This design comes from an exercise in tuning for small area, a short achievable clock period and few clock cycles per item on the open sky130 flow, not from production work.
The RTL was checked by simulation tests, not by an equivalence proof against the original design.

`flow/run.sh`:
```
#!/bin/bash
# synth_recipe.tcl (not shown) runs the flow's synth.tcl, then flattens the netlist and writes it again
# the make line also repeats each setting of config.mk as NAME=value (left out here)
make -C /OpenROAD-flow-scripts/flow DESIGN_CONFIG=/design/flow/config.mk WORK_HOME=/design/flow/orfs CLKGATE_MAP_FILE= SYNTH_SCRIPT=/design/flow/synth_recipe.tcl finish
```
`flow/config.mk`:
```
export PLATFORM = sky130hd
export DESIGN_NAME = qrow_decoder
export DESIGN_NICKNAME = qrow_decoder
export VERILOG_FILES = /design/flow/design.v
export SDC_FILE = /design/flow/constraint.sdc
export NUM_CORES = 4
export LEC_CHECK = 0
export CAP_MARGIN = 20
export CORE_MARGIN = 2
export CORE_UTILIZATION = 30
export PLACE_DENSITY = 0.35
export SETUP_SLACK_MARGIN = 0.3
export SLEW_MARGIN = 20
```
`flow/constraint.sdc`:
```
create_clock -name core_clock -period 32.0 [get_ports {clk}]
set_input_delay 6.4000 -clock core_clock [delete_from_list [all_inputs] [get_ports {clk}]]
set_output_delay 6.4000 -clock core_clock [all_outputs]
set_load 0.01 [all_outputs]
```
`flow/design.v`:
```
module qrow_decoder (
    input  wire         clk,
    input  wire         rst_n,
    input  wire         in_valid,
    output wire         in_ready,
    input  wire [127:0] in_bits,
    input  wire [7:0]   in_avail,
    output reg          out_valid,
    input  wire         out_ready,
    output reg          out_err,
    output reg  [6:0]   out_len,
    output reg          out_is_last,
    output reg          out_is_neighbor,
    output reg  [7:0]   out_qrow,
    output reg  [15:0]  out_hitmap,
    output reg  [63:0]  out_tot
);
    function automatic bit_at(input [127:0] w, input [6:0] p);
        bit_at = w[7'd127 - p];
    endfunction
    reg         d_is_last;
    reg         d_is_neighbor;
    reg [7:0]   d_qrow;
    reg [15:0]  d_hitmap;
    reg [63:0]  d_tot;
    reg [6:0]   d_len;
    reg         d_err;
    reg [1:0]   row_mask;
    reg [1:0]   quad_mask;
    reg [1:0]   pair_mask [0:1];
    reg [1:0]   pix_mask;
    reg [7:0]   px;
    reg [6:0]   pos;        
    reg [4:0]   k;          
    integer     r, q, p, x, i, j;
    always @* begin
        pos           = 7'd0;
        d_hitmap      = 16'd0;
        d_tot         = 64'd0;
        d_qrow        = 8'd0;
        pair_mask[0]  = 2'b00;
        pair_mask[1]  = 2'b00;
        quad_mask     = 2'b00;
        pix_mask      = 2'b00;
        px            = 8'd0;
        d_is_last     = bit_at(in_bits, 0);
        d_is_neighbor = bit_at(in_bits, 1);
        pos           = 7'd2;
        if (!d_is_neighbor) begin
            for (j = 0; j < 8; j = j + 1)
                d_qrow[7 - j] = bit_at(in_bits, pos + j[6:0]);
            pos = pos + 7'd8;
        end
        row_mask = {bit_at(in_bits, pos), bit_at(in_bits, pos + 7'd1)};
        pos = pos + 7'd2;
        for (r = 0; r < 2; r = r + 1) begin
            if (row_mask[1 - r]) begin
                quad_mask = {bit_at(in_bits, pos), bit_at(in_bits, pos + 7'd1)};
                pos = pos + 7'd2;
                pair_mask[0] = 2'b00;
                pair_mask[1] = 2'b00;
                for (q = 0; q < 2; q = q + 1) begin
                    if (quad_mask[1 - q]) begin
                        if (!bit_at(in_bits, pos)) begin
                            pair_mask[q] = 2'b01;
                            pos = pos + 7'd1;
                        end else begin
                            pair_mask[q] = {1'b1, bit_at(in_bits, pos + 7'd1)};
                            pos = pos + 7'd2;
                        end
                    end
                end
                px = 8'd0;
                for (q = 0; q < 2; q = q + 1) begin
                    for (p = 0; p < 2; p = p + 1) begin
                        if (pair_mask[q][1 - p]) begin
                            if (!bit_at(in_bits, pos)) begin
                                pix_mask = 2'b01;
                                pos = pos + 7'd1;
                            end else begin
                                pix_mask = {1'b1, bit_at(in_bits, pos + 7'd1)};
                                pos = pos + 7'd2;
                            end
                            for (x = 0; x < 2; x = x + 1)
                                px[4*q + 2*p + x] = pix_mask[1 - x];
                        end
                    end
                end
                for (i = 0; i < 8; i = i + 1)
                    d_hitmap[8*r + i] = px[i];
            end
        end
        k = 5'd0;
        for (i = 0; i < 16; i = i + 1) begin
            if (d_hitmap[i]) begin
                for (j = 0; j < 4; j = j + 1)
                    d_tot[4*i + 3 - j] = bit_at(in_bits, pos + {k, 2'b00} + j[6:0]);
                k = k + 5'd1;
            end
        end
        pos = pos + {k, 2'b00};
        d_len = pos;
        d_err = ({1'b0, pos} > in_avail);
    end
    assign in_ready = !out_valid || out_ready;
    always @(posedge clk) begin
        if (!rst_n) begin
            out_valid       <= 1'b0;
            out_err         <= 1'b0;
            out_len         <= 7'd0;
            out_is_last     <= 1'b0;
            out_is_neighbor <= 1'b0;
            out_qrow        <= 8'd0;
            out_hitmap      <= 16'd0;
            out_tot         <= 64'd0;
        end else begin
            if (out_valid && out_ready)
                out_valid <= 1'b0;
            if (in_valid && in_ready) begin
                out_valid       <= 1'b1;
                out_err         <= d_err;
                out_len         <= d_err ? 7'd0   : d_len;
                out_is_last     <= d_err ? 1'b0   : d_is_last;
                out_is_neighbor <= d_err ? 1'b0   : d_is_neighbor;
                out_qrow        <= d_err ? 8'd0   : d_qrow;
                out_hitmap      <= d_err ? 16'd0  : d_hitmap;
                out_tot         <= d_err ? 64'd0  : d_tot;
            end
        end
    end
endmodule
```
==> run notes <==
antenna violations before repair 88; post-route antenna net violation count 0; fraction of the yosys area taken by sequential cells 3.31%; GPL Wtd Cong 1.09; fmax 31.9 MHz; top library cells by usage in the layout, fill and taps aside sky130_fd_sc_hd__buf_4, sky130_fd_sc_hd__mux4_2, sky130_fd_sc_hd__nand2_1; number of instances in the synthesized netlist 6762; critical-path maximum fanout 15; worst min path class reg -> reg; net count reported at finish 8666; Yosys warnings 2; Max-Cap Viols 0; largest net degree at the start of global routing 68; Initial Util 30.1%; total routing resource utilization after global routing 46.5%; Detailed Routing Iterations Pass 1 9; crit end category flip-flop; launch instance of the worst min-delay path out_tot[47]; end of the worst register-to-register path out_tot[21]; ys async rst share 0%; worst relative slew slack 12.1%; number of enable-type register cells in the synthesized netlist 0; setup slack on the worst flop-to-flop path 29550 ps; layout cells sized above 1 43.3%; minimum clock period 31390 ps; overall die height 451 um; Mean Syn Cell Area 8.87 um2; final-report setup violation count 0; WS Path Type in -> reg; post-synthesis instance area 60000 um2; Detail Placement HPWL 369000 um; largest stage delay on the critical path 540 ps; number of clock sinks 99; fin. max-slew vios 0; most common cell after layout, fill and taps aside sky130_fd_sc_hd__buf_4; die width 451 um; maximum clock insertion buffer count 2; number of vias after detailed routing 76600; final cycle utilization of the critical path 98.1%; via count of the first global-routing pass 70300; Final Hold Slack 447 ps; cell at the root of the clock tree sky130_fd_sc_hd__clkbuf_16; Hold Vio Cnt, Final 0; required arrival time at the worst endpoint 32350 ps; transition at the pin with the smallest max-transition slack 1310 ps; worst-case clock skew 27.0 ps; dpl cell area 81600 um2; WP data arrival 31740 ps; number of vias per cell 6.91; average detailed-routed wire length per instance 44.3 um; fin area 83300 um2; clock tree from TritonCTS done; total overflow reported by the global router 0; input/output buffers 239; number of remaining DRC errors 0; number of distinct library cells after synthesis 153; syn nets 7069; launching element type of the critical path input port; Die Outline Area 203000 um2; worst hold path endpoint out_tot[47]; wire length of the first global-routing pass 649000 um; deepest level of the CTS H-tree 3; cell count of the worst hold path 2; Core Rows 164; top_reg_cell synth sky130_fd_sc_hd__dfxtp_1; outcome timing/DRC/antenna clean; Std-Cell Core Area 199000 um2; flip-flop and latch count after synthesis 99; RSZ-0062 raised after global routing no; R2R Path Start out_valid; synthesis-to-layout area growth 38.9%; 1st-iter DRT viols 12700; clk latency of the worst-skew pair 460 ps; slowest stage cell, crit path sky130_fd_sc_hd__fa_2; Worst Reg-to-Reg Cells 6; CP most frequent cell sky130_fd_sc_hd__buf_4; clock slew seen by the registers of the worst setup and hold paths 90 ps; number of top-level pins 240; clock buffer count from CTS 9; final wirelength 491000 um
[registers in the layout, summed over array words and instances (netlist names)]
register,count
out_len,7
out_err,1
out_tot,64
out_valid,1
out_qrow,8
out_is_neighbor,1
out_hitmap,16
out_is_last,1
[cells in the mapped netlist, types with 48 or more instances]
master / number / share of area [%]
sky130_fd_sc_hd__nor2_1: 357 / 2.2
sky130_fd_sc_hd__o2111ai_1: 48 / 0.70
sky130_fd_sc_hd__nand2_1: 738 / 4.6
sky130_fd_sc_hd__mux4_2: 878 / 33
sky130_fd_sc_hd__clkbuf_1: 583 / 3.6
sky130_fd_sc_hd__nand4_1: 80 / 0.83
sky130_fd_sc_hd__a31oi_1: 118 / 1.2
sky130_fd_sc_hd__a22oi_1: 72 / 0.90
sky130_fd_sc_hd__nor3_1: 125 / 1.0
sky130_fd_sc_hd__o211ai_1: 96 / 1.2
sky130_fd_sc_hd__mux2_2: 90 / 1.7
sky130_fd_sc_hd__o21ai_0: 165 / 1.4
sky130_fd_sc_hd__nor2b_1: 76 / 0.79
sky130_fd_sc_hd__xor2_1: 153 / 2.2
sky130_fd_sc_hd__xnor2_1: 236 / 3.4
sky130_fd_sc_hd__o21ai_1: 84 / 0.70
sky130_fd_sc_hd__a21oi_1: 347 / 2.9
sky130_fd_sc_hd__inv_1: 114 / 0.71
sky130_fd_sc_hd__buf_1: 97 / 0.61
sky130_fd_sc_hd__ha_1: 152 / 3.2
sky130_fd_sc_hd__and3_1: 53 / 0.55
sky130_fd_sc_hd__buf_2: 122 / 1.0
sky130_fd_sc_hd__a211oi_1: 146 / 1.8
sky130_fd_sc_hd__mux2i_1: 650 / 11
sky130_fd_sc_hd__nand3_1: 217 / 1.8
sky130_fd_sc_hd__dfxtp_1: 99 / 3.3
[worst max path at each step]
stage	startpoint	endpoint	slack [ps]	cells past startpoint
global placement	in_bits[126]	out_tot[47]	-2120	108
CTS	in_bits[126]	out_tot[21]	440	111
detailed placement	in_bits[126]	out_tot[47]	-1680	105
floorplan	in_bits[121]	out_tot[60]	350	114
finish	in_bits[126]	out_tot[33]	610	117
global route	in_bits[126]	out_tot[57]	160	111
[metrics by stage]
stage	setup TNS, ps	setup WS, ps	util, %	cells
after global routing	0	162	41.7	11000
final	0	612	41.8	11100
after floorplan	0	354	-	6762
after global placement	-96240	-2120	40.9	11000
after CTS	0	443	41.2	11000
after detailed placement	-96950	-1680	41.0	11000
[timing repair]
action | CTS | global route
gates resized for setup | 24 | 173
setup buffers | 4 | 24
setup endpoints to repair | 98 | 98
pin swaps | 4 | 39
hold endpoints to repair | 0 | 0
cloned | 1 | 6
hold buffers | 0 | 0
[per-layer routing]
metal  GRT usage [%]  vias to the layer above  wire, um
met5            1.07                        -       425
met4            19.6                       22     27000
met3            21.6                     1387     76600
met2            61.1                     6622    185000
met1            64.0                    38700    203000
li1                -                    29900         -
[worst max-delay path: cells and delay by family]
family | cells | cell delay, ps
AOI/OAI and AO/OA | 43 | 10140
buffers and inverters | 39 | 6960
and+or+nand+nor | 19 | 3490
muxes | 11 | 3190
adders and majority gates | 2 | 750
xor gates and xnor gates | 3 | 690
[cell families after synthesis]
| group | share of synthesized area (%) |
|---|---|
| DFF | 3.31 |
| xor gates and xnor gates | 6.40 |
| and+or+nand+nor | 14.6 |
| AOI/OAI and AO/OA | 19.0 |
| adders and majority gates | 3.67 |
| muxes | 45.9 |
| other | 0.00625 |
| buffers and inverters | 7.13 |
[final cells by class]
| class | instances | area [um2] |
|---|---|---|
| diodes | 63 | 158 |
| repair buffers | 2443 | 21700 |
| multi-input cells | 5658 | 55200 |
| clock inverters | 7 | 60.1 |
| flip-flops and latches | 99 | 1980 |
| well taps | 2656 | 3320 |
| clock buffers | 9 | 225 |
| inverters | 148 | 597 |
| fillers | 19900 | 116000 |
Testbench counts, summed over its fixed seeds: cycles 24,008, items 24,000.

## what the ideal ports hide
The flow's constraints put no driver on any port. The routed layout listed below was extracted and timed again, unchanged, in two steps. Step 1 assumes that a clkbuf_16 drives the clock port and a buf_2 every other input. Step 2, shift: input delay + t, output delay - t, t = (earliest + latest rising clock arrival at the registers) / 2. This alone moves slack from input paths to output paths. a / b / c = ideal ports / drivers / drivers and shift; a / b = the first two.
shift t [ns]: 0.516
setup slack, ns: 0.612 / 0.670 / 0.155
worst register clock-pin slew, ns: 0.12 / 0.12
worst data-port slew with drivers (ns): 0.14
After both steps this run still meets setup and hold. The setup slack of this run moves by +0.058 ns with the drivers and by -0.457 ns with both steps.
